This design comes from an exercise in tuning for small area, a short achievable clock period and few clock cycles per item on the open sky130 flow, not from production work.
Where RTL was checked, it was by simulation tests only, not by an equivalence proof against the original.

==> inputs of onyx <==
==> flow/design.v <==
module sss_combine (
    input  wire         clk,
    input  wire         rst,           
    input  wire         in_valid,
    output wire         in_ready,
    input  wire         in_last,
    input  wire [7:0]   in_index,
    input  wire [255:0] in_value,
    output reg          out_valid,
    output wire [255:0] out_secret,
    output wire [1:0]   out_fault,     
    output reg  [3:0]   out_fault_rec  
);
    localparam integer MMAX = 16;
    function [7:0] gf_mul(input [7:0] a, input [7:0] b);
        reg [14:0] r;
        integer k;
        begin
            r = 15'd0;
            for (k = 0; k < 8; k = k + 1)
                if (b[k]) r = r ^ ({7'd0, a} << k);
            for (k = 14; k >= 8; k = k - 1)
                if (r[k]) r = r ^ (15'h11d << (k - 8));
            gf_mul = r[7:0];
        end
    endfunction
    function [7:0] gf_x(input [7:0] a);
        gf_x = {a[6:0], 1'b0} ^ (a[7] ? 8'h1d : 8'h00);
    endfunction
    function [7:0] gf_inv(input [7:0] a);
        case (a)
            8'd0: gf_inv = 8'h00; 8'd1: gf_inv = 8'h01; 8'd2: gf_inv = 8'h8e; 8'd3: gf_inv = 8'hf4;
            8'd4: gf_inv = 8'h47; 8'd5: gf_inv = 8'ha7; 8'd6: gf_inv = 8'h7a; 8'd7: gf_inv = 8'hba;
            8'd8: gf_inv = 8'had; 8'd9: gf_inv = 8'h9d; 8'd10: gf_inv = 8'hdd; 8'd11: gf_inv = 8'h98;
            8'd12: gf_inv = 8'h3d; 8'd13: gf_inv = 8'haa; 8'd14: gf_inv = 8'h5d; 8'd15: gf_inv = 8'h96;
            8'd16: gf_inv = 8'hd8; 8'd17: gf_inv = 8'h72; 8'd18: gf_inv = 8'hc0; 8'd19: gf_inv = 8'h58;
            8'd20: gf_inv = 8'he0; 8'd21: gf_inv = 8'h3e; 8'd22: gf_inv = 8'h4c; 8'd23: gf_inv = 8'h66;
            8'd24: gf_inv = 8'h90; 8'd25: gf_inv = 8'hde; 8'd26: gf_inv = 8'h55; 8'd27: gf_inv = 8'h80;
            8'd28: gf_inv = 8'ha0; 8'd29: gf_inv = 8'h83; 8'd30: gf_inv = 8'h4b; 8'd31: gf_inv = 8'h2a;
            8'd32: gf_inv = 8'h6c; 8'd33: gf_inv = 8'hed; 8'd34: gf_inv = 8'h39; 8'd35: gf_inv = 8'h51;
            8'd36: gf_inv = 8'h60; 8'd37: gf_inv = 8'h56; 8'd38: gf_inv = 8'h2c; 8'd39: gf_inv = 8'h8a;
            8'd40: gf_inv = 8'h70; 8'd41: gf_inv = 8'hd0; 8'd42: gf_inv = 8'h1f; 8'd43: gf_inv = 8'h4a;
            8'd44: gf_inv = 8'h26; 8'd45: gf_inv = 8'h8b; 8'd46: gf_inv = 8'h33; 8'd47: gf_inv = 8'h6e;
            8'd48: gf_inv = 8'h48; 8'd49: gf_inv = 8'h89; 8'd50: gf_inv = 8'h6f; 8'd51: gf_inv = 8'h2e;
            8'd52: gf_inv = 8'ha4; 8'd53: gf_inv = 8'hc3; 8'd54: gf_inv = 8'h40; 8'd55: gf_inv = 8'h5e;
            8'd56: gf_inv = 8'h50; 8'd57: gf_inv = 8'h22; 8'd58: gf_inv = 8'hcf; 8'd59: gf_inv = 8'ha9;
            8'd60: gf_inv = 8'hab; 8'd61: gf_inv = 8'h0c; 8'd62: gf_inv = 8'h15; 8'd63: gf_inv = 8'he1;
            8'd64: gf_inv = 8'h36; 8'd65: gf_inv = 8'h5f; 8'd66: gf_inv = 8'hf8; 8'd67: gf_inv = 8'hd5;
            8'd68: gf_inv = 8'h92; 8'd69: gf_inv = 8'h4e; 8'd70: gf_inv = 8'ha6; 8'd71: gf_inv = 8'h04;
            8'd72: gf_inv = 8'h30; 8'd73: gf_inv = 8'h88; 8'd74: gf_inv = 8'h2b; 8'd75: gf_inv = 8'h1e;
            8'd76: gf_inv = 8'h16; 8'd77: gf_inv = 8'h67; 8'd78: gf_inv = 8'h45; 8'd79: gf_inv = 8'h93;
            8'd80: gf_inv = 8'h38; 8'd81: gf_inv = 8'h23; 8'd82: gf_inv = 8'h68; 8'd83: gf_inv = 8'h8c;
            8'd84: gf_inv = 8'h81; 8'd85: gf_inv = 8'h1a; 8'd86: gf_inv = 8'h25; 8'd87: gf_inv = 8'h61;
            8'd88: gf_inv = 8'h13; 8'd89: gf_inv = 8'hc1; 8'd90: gf_inv = 8'hcb; 8'd91: gf_inv = 8'h63;
            8'd92: gf_inv = 8'h97; 8'd93: gf_inv = 8'h0e; 8'd94: gf_inv = 8'h37; 8'd95: gf_inv = 8'h41;
            8'd96: gf_inv = 8'h24; 8'd97: gf_inv = 8'h57; 8'd98: gf_inv = 8'hca; 8'd99: gf_inv = 8'h5b;
            8'd100: gf_inv = 8'hb9; 8'd101: gf_inv = 8'hc4; 8'd102: gf_inv = 8'h17; 8'd103: gf_inv = 8'h4d;
            8'd104: gf_inv = 8'h52; 8'd105: gf_inv = 8'h8d; 8'd106: gf_inv = 8'hef; 8'd107: gf_inv = 8'hb3;
            8'd108: gf_inv = 8'h20; 8'd109: gf_inv = 8'hec; 8'd110: gf_inv = 8'h2f; 8'd111: gf_inv = 8'h32;
            8'd112: gf_inv = 8'h28; 8'd113: gf_inv = 8'hd1; 8'd114: gf_inv = 8'h11; 8'd115: gf_inv = 8'hd9;
            8'd116: gf_inv = 8'he9; 8'd117: gf_inv = 8'hfb; 8'd118: gf_inv = 8'hda; 8'd119: gf_inv = 8'h79;
            8'd120: gf_inv = 8'hdb; 8'd121: gf_inv = 8'h77; 8'd122: gf_inv = 8'h06; 8'd123: gf_inv = 8'hbb;
            8'd124: gf_inv = 8'h84; 8'd125: gf_inv = 8'hcd; 8'd126: gf_inv = 8'hfe; 8'd127: gf_inv = 8'hfc;
            8'd128: gf_inv = 8'h1b; 8'd129: gf_inv = 8'h54; 8'd130: gf_inv = 8'ha1; 8'd131: gf_inv = 8'h1d;
            8'd132: gf_inv = 8'h7c; 8'd133: gf_inv = 8'hcc; 8'd134: gf_inv = 8'he4; 8'd135: gf_inv = 8'hb0;
            8'd136: gf_inv = 8'h49; 8'd137: gf_inv = 8'h31; 8'd138: gf_inv = 8'h27; 8'd139: gf_inv = 8'h2d;
            8'd140: gf_inv = 8'h53; 8'd141: gf_inv = 8'h69; 8'd142: gf_inv = 8'h02; 8'd143: gf_inv = 8'hf5;
            8'd144: gf_inv = 8'h18; 8'd145: gf_inv = 8'hdf; 8'd146: gf_inv = 8'h44; 8'd147: gf_inv = 8'h4f;
            8'd148: gf_inv = 8'h9b; 8'd149: gf_inv = 8'hbc; 8'd150: gf_inv = 8'h0f; 8'd151: gf_inv = 8'h5c;
            8'd152: gf_inv = 8'h0b; 8'd153: gf_inv = 8'hdc; 8'd154: gf_inv = 8'hbd; 8'd155: gf_inv = 8'h94;
            8'd156: gf_inv = 8'hac; 8'd157: gf_inv = 8'h09; 8'd158: gf_inv = 8'hc7; 8'd159: gf_inv = 8'ha2;
            8'd160: gf_inv = 8'h1c; 8'd161: gf_inv = 8'h82; 8'd162: gf_inv = 8'h9f; 8'd163: gf_inv = 8'hc6;
            8'd164: gf_inv = 8'h34; 8'd165: gf_inv = 8'hc2; 8'd166: gf_inv = 8'h46; 8'd167: gf_inv = 8'h05;
            8'd168: gf_inv = 8'hce; 8'd169: gf_inv = 8'h3b; 8'd170: gf_inv = 8'h0d; 8'd171: gf_inv = 8'h3c;
            8'd172: gf_inv = 8'h9c; 8'd173: gf_inv = 8'h08; 8'd174: gf_inv = 8'hbe; 8'd175: gf_inv = 8'hb7;
            8'd176: gf_inv = 8'h87; 8'd177: gf_inv = 8'he5; 8'd178: gf_inv = 8'hee; 8'd179: gf_inv = 8'h6b;
            8'd180: gf_inv = 8'heb; 8'd181: gf_inv = 8'hf2; 8'd182: gf_inv = 8'hbf; 8'd183: gf_inv = 8'haf;
            8'd184: gf_inv = 8'hc5; 8'd185: gf_inv = 8'h64; 8'd186: gf_inv = 8'h07; 8'd187: gf_inv = 8'h7b;
            8'd188: gf_inv = 8'h95; 8'd189: gf_inv = 8'h9a; 8'd190: gf_inv = 8'hae; 8'd191: gf_inv = 8'hb6;
            8'd192: gf_inv = 8'h12; 8'd193: gf_inv = 8'h59; 8'd194: gf_inv = 8'ha5; 8'd195: gf_inv = 8'h35;
            8'd196: gf_inv = 8'h65; 8'd197: gf_inv = 8'hb8; 8'd198: gf_inv = 8'ha3; 8'd199: gf_inv = 8'h9e;
            8'd200: gf_inv = 8'hd2; 8'd201: gf_inv = 8'hf7; 8'd202: gf_inv = 8'h62; 8'd203: gf_inv = 8'h5a;
            8'd204: gf_inv = 8'h85; 8'd205: gf_inv = 8'h7d; 8'd206: gf_inv = 8'ha8; 8'd207: gf_inv = 8'h3a;
            8'd208: gf_inv = 8'h29; 8'd209: gf_inv = 8'h71; 8'd210: gf_inv = 8'hc8; 8'd211: gf_inv = 8'hf6;
            8'd212: gf_inv = 8'hf9; 8'd213: gf_inv = 8'h43; 8'd214: gf_inv = 8'hd7; 8'd215: gf_inv = 8'hd6;
            8'd216: gf_inv = 8'h10; 8'd217: gf_inv = 8'h73; 8'd218: gf_inv = 8'h76; 8'd219: gf_inv = 8'h78;
            8'd220: gf_inv = 8'h99; 8'd221: gf_inv = 8'h0a; 8'd222: gf_inv = 8'h19; 8'd223: gf_inv = 8'h91;
            8'd224: gf_inv = 8'h14; 8'd225: gf_inv = 8'h3f; 8'd226: gf_inv = 8'he6; 8'd227: gf_inv = 8'hf0;
            8'd228: gf_inv = 8'h86; 8'd229: gf_inv = 8'hb1; 8'd230: gf_inv = 8'he2; 8'd231: gf_inv = 8'hf1;
            8'd232: gf_inv = 8'hfa; 8'd233: gf_inv = 8'h74; 8'd234: gf_inv = 8'hf3; 8'd235: gf_inv = 8'hb4;
            8'd236: gf_inv = 8'h6d; 8'd237: gf_inv = 8'h21; 8'd238: gf_inv = 8'hb2; 8'd239: gf_inv = 8'h6a;
            8'd240: gf_inv = 8'he3; 8'd241: gf_inv = 8'he7; 8'd242: gf_inv = 8'hb5; 8'd243: gf_inv = 8'hea;
            8'd244: gf_inv = 8'h03; 8'd245: gf_inv = 8'h8f; 8'd246: gf_inv = 8'hd3; 8'd247: gf_inv = 8'hc9;
            8'd248: gf_inv = 8'h42; 8'd249: gf_inv = 8'hd4; 8'd250: gf_inv = 8'he8; 8'd251: gf_inv = 8'h75;
            8'd252: gf_inv = 8'h7f; 8'd253: gf_inv = 8'hff; 8'd254: gf_inv = 8'h7e; 8'd255: gf_inv = 8'hfd;
        endcase
    endfunction
    reg         vphase;        
    reg  [3:0]  cnt;           
    reg  [4:0]  m;             
    reg  [4:0]  s;             
    reg         wv;            
    reg         afirst;        
    reg  [7:0]  w;             
    reg  [7:0]  P;             
    reg  [7:0]  X [0:MMAX-1];
    reg  [7:0]  E [0:MMAX-1];
    reg  [255:0] acc;
    reg         f_zero, f_dup;
    reg  [3:0]  f_zero_rec, f_dup_rec;
    wire acc_idx = !vphase && in_valid;
    wire acc_val = vphase && in_valid && wv;
    wire step    = vphase && (s != m) && (!wv || acc_val);
    wire last_v  = acc_val && (s == m);
    assign in_ready   = !vphase || wv;
    assign out_secret = acc;
    assign out_fault  = f_zero ? 2'd1 : (f_dup ? 2'd2 : 2'd0);
    wire [7:0] xs_s = X[s[3:0]];
    wire [7:0] bc   = vphase ? xs_s : in_index;
    reg  [7:0] d    [0:MMAX-1];
    reg  [7:0] prodE[0:MMAX-1];
    reg  [MMAX-1:0] eq;
    integer k;
    always @(*) begin
        for (k = 0; k < MMAX; k = k + 1) begin
            d[k]     = X[k] ^ bc;
            prodE[k] = gf_mul(E[k], d[k]);
            eq[k]    = (d[k] == 8'd0) && (k < cnt);
        end
    end
    wire [7:0] w_next = (f_zero || f_dup) ? 8'd0 : gf_mul(P, gf_inv(E[s[3:0]]));
    reg  [7:0] col [0:7];
    reg  [255:0] prod;
    integer c, p;
    always @(*) begin
        col[0] = w;
        for (c = 1; c < 8; c = c + 1) col[c] = gf_x(col[c-1]);
        for (p = 0; p < 32; p = p + 1) begin
            prod[8*p +: 8] = 8'd0;
            for (c = 0; c < 8; c = c + 1)
                prod[8*p +: 8] = prod[8*p +: 8] ^ (in_value[8*p + c] ? col[c] : 8'd0);
        end
    end
    always @(posedge clk) begin
        if (acc_val)
            acc <= (afirst ? 256'd0 : acc) ^ prod;
    end
    integer i;
    always @(posedge clk) begin
        for (i = 0; i < MMAX; i = i + 1) begin
            if (acc_idx) begin
                if (i == cnt) begin
                    X[i] <= in_index;
                    E[i] <= in_index;
                end else if (i < cnt) begin
                    E[i] <= prodE[i];
                end
            end else if (step && i > s) begin
                E[i] <= prodE[i];
            end
        end
    end
    always @(posedge clk) begin
        if (acc_idx)
            P <= (cnt == 4'd0) ? in_index : gf_mul(P, in_index);
        if (step)
            w <= w_next;
    end
    always @(posedge clk) begin
        if (rst) begin
            vphase    <= 1'b0;
            cnt       <= 4'd0;
            wv        <= 1'b0;
            out_valid <= 1'b0;
        end else begin
            out_valid <= 1'b0;
            if (acc_idx) begin
                if (cnt == 4'd0) begin
                    f_zero <= 1'b0;
                    f_dup  <= 1'b0;
                end
                if (in_index == 8'd0 && !(f_zero && cnt != 4'd0)) begin
                    f_zero     <= 1'b1;
                    f_zero_rec <= cnt;
                end
                if ((|eq) && !(f_dup && cnt != 4'd0)) begin
                    f_dup     <= 1'b1;
                    f_dup_rec <= cnt;
                end
                cnt <= cnt + 4'd1;
                if (in_last) begin
                    m      <= {1'b0, cnt} + 5'd1;
                    vphase <= 1'b1;
                    s      <= 5'd0;
                    afirst <= 1'b1;
                end
            end
            if (step) begin
                wv <= 1'b1;
                s  <= s + 5'd1;
            end else if (last_v) begin
                wv <= 1'b0;
            end
            if (acc_val)
                afirst <= 1'b0;
            if (last_v) begin
                out_valid <= 1'b1;
                vphase    <= 1'b0;
                cnt       <= 4'd0;
            end
        end
    end
    always @(*) out_fault_rec = f_zero ? f_zero_rec : f_dup_rec;
endmodule
==> flow/run.sh <==
#!/bin/bash
# synth_recipe.tcl (not shown) runs the flow's synth.tcl, then flattens the netlist and writes it again
# the make line also repeats each setting of config.mk as NAME=value (left out here)
make -C /OpenROAD-flow-scripts/flow DESIGN_CONFIG=/design/flow/config.mk WORK_HOME=/design/flow/orfs CLKGATE_MAP_FILE= SYNTH_SCRIPT=/design/flow/synth_recipe.tcl finish
==> flow/config.mk <==
export PLATFORM = sky130hd
export DESIGN_NAME = sss_combine
export DESIGN_NICKNAME = sss_combine
export VERILOG_FILES = /design/flow/design.v
export SDC_FILE = /design/flow/constraint.sdc
export NUM_CORES = 4
export LEC_CHECK = 0
export CAP_MARGIN = 20
export CORE_MARGIN = 2
export CORE_UTILIZATION = 40
export SLEW_MARGIN = 20
==> flow/constraint.sdc <==
create_clock -name core_clock -period 20.0 [get_ports {clk}]
set_input_delay 4.0000 -clock core_clock [delete_from_list [all_inputs] [get_ports {clk}]]
set_output_delay 4.0000 -clock core_clock [all_outputs]
set_load 0.01 [all_outputs]
==> inputs of ember, as changes to onyx <==
--- a/flow/design.v
+++ b/flow/design.v
@@ -97,8 +97,7 @@
     endfunction
     reg         vphase;        
     reg  [3:0]  cnt;           
-    reg  [4:0]  m;             
-    reg  [4:0]  s;             
+    reg  [4:0]  rem;           
     reg         wv;            
     reg         afirst;        
     reg  [7:0]  w;             
@@ -110,13 +109,12 @@
     reg  [3:0]  f_zero_rec, f_dup_rec;
     wire acc_idx = !vphase && in_valid;
     wire acc_val = vphase && in_valid && wv;
-    wire step    = vphase && (s != m) && (!wv || acc_val);
-    wire last_v  = acc_val && (s == m);
+    wire step    = vphase && (rem != 5'd0) && (!wv || acc_val);
+    wire last_v  = acc_val && (rem == 5'd0);
     assign in_ready   = !vphase || wv;
     assign out_secret = acc;
     assign out_fault  = f_zero ? 2'd1 : (f_dup ? 2'd2 : 2'd0);
-    wire [7:0] xs_s = X[s[3:0]];
-    wire [7:0] bc   = vphase ? xs_s : in_index;
+    wire [7:0] bc = vphase ? X[0] : in_index;
     reg  [7:0] d    [0:MMAX-1];
     reg  [7:0] prodE[0:MMAX-1];
     reg  [MMAX-1:0] eq;
@@ -128,7 +126,7 @@
             eq[k]    = (d[k] == 8'd0) && (k < cnt);
         end
     end
-    wire [7:0] w_next = (f_zero || f_dup) ? 8'd0 : gf_mul(P, gf_inv(E[s[3:0]]));
+    wire [7:0] w_next = (f_zero || f_dup) ? 8'd0 : gf_mul(P, gf_inv(E[0]));
     reg  [7:0] col [0:7];
     reg  [255:0] prod;
     integer c, p;
@@ -155,8 +153,9 @@
                 end else if (i < cnt) begin
                     E[i] <= prodE[i];
                 end
-            end else if (step && i > s) begin
-                E[i] <= prodE[i];
+            end else if (step && i < MMAX - 1) begin
+                X[i] <= X[i+1];
+                E[i] <= prodE[i+1];
             end
         end
     end
@@ -189,15 +188,14 @@
                 end
                 cnt <= cnt + 4'd1;
                 if (in_last) begin
-                    m      <= {1'b0, cnt} + 5'd1;
+                    rem    <= {1'b0, cnt} + 5'd1;
                     vphase <= 1'b1;
-                    s      <= 5'd0;
                     afirst <= 1'b1;
                 end
             end
             if (step) begin
-                wv <= 1'b1;
-                s  <= s + 5'd1;
+                wv  <= 1'b1;
+                rem <= rem - 5'd1;
             end else if (last_v) begin
                 wv <= 1'b0;
             end
==> comparison table <==
|  | ember | onyx |
|---|---|---|
| Number of stages on the worst setup path | 19 | 21 |
| Post-synth top area share | 0.333 | 0.331 |
| Average via count per standard cell | 5.57 | 5.68 |
| Result of the run | complete, no violations | complete, no violations |
| Arrival time worst endpoint | 10.51 ns | 8.49 ns |
| Mapped Avg Cell Area | 7.38 um^2 | 7.49 um^2 |
| Setup skew after layout | 0.0433 ns | 0.0657 ns |
| Simple-Gate Fraction of Synth Area | 0.223 | 0.215 |
| Critical path startpoint category | primary input | flip-flop |
| Number of clock sinks seen by CTS | 559 | 556 |
| All-layer global routing usage | 0.304 | 0.314 |
| Signal buffers share of area | 0.0812 | 0.0788 |
| Max-slew headroom | 0.200 | 0.187 |
| Master of the slowest instance on the critical path | ha_1 | o41ai_2 |
| Total of clock buffers placed in the layout | 99 | 95 |
| First-pass iteration count of the detailed router | 6 | 8 |
Testbench counts of onyx, summed over its fixed seeds: cycles 9,828, commands 384.
For ember, only the layout was checked, not whether the RTL still works.

==> afterwards: timing with drivers on the ports <==
In the flow no input, the clock included, has a driving cell. The finished layouts below were timed again as built, in two steps. Step 1 assumes that a clkbuf_16 drives the clock port and a buf_2 every other input. Step 2 also shifts input and output timing later by t, the mid clock arrival at the registers, as if the neighbouring blocks saw the same clock. Slacks: ideal ports / drivers / drivers and shift; pairs: ideal ports / drivers.
run	shift t [ns]	setup slack, ns	clock arrival spread, ns	pins driven straight from the clock port
onyx	0.832	11.969 / 11.969 / 11.512	0.067 / 0.067	1
ember	0.783	10.157 / 10.218 / 9.435	0.059 / 0.058	1
After both steps setup and hold are still met in every run listed. The setup slack of ember, which loses most, moves by +0.061 ns with the drivers and by -0.722 ns with both steps.
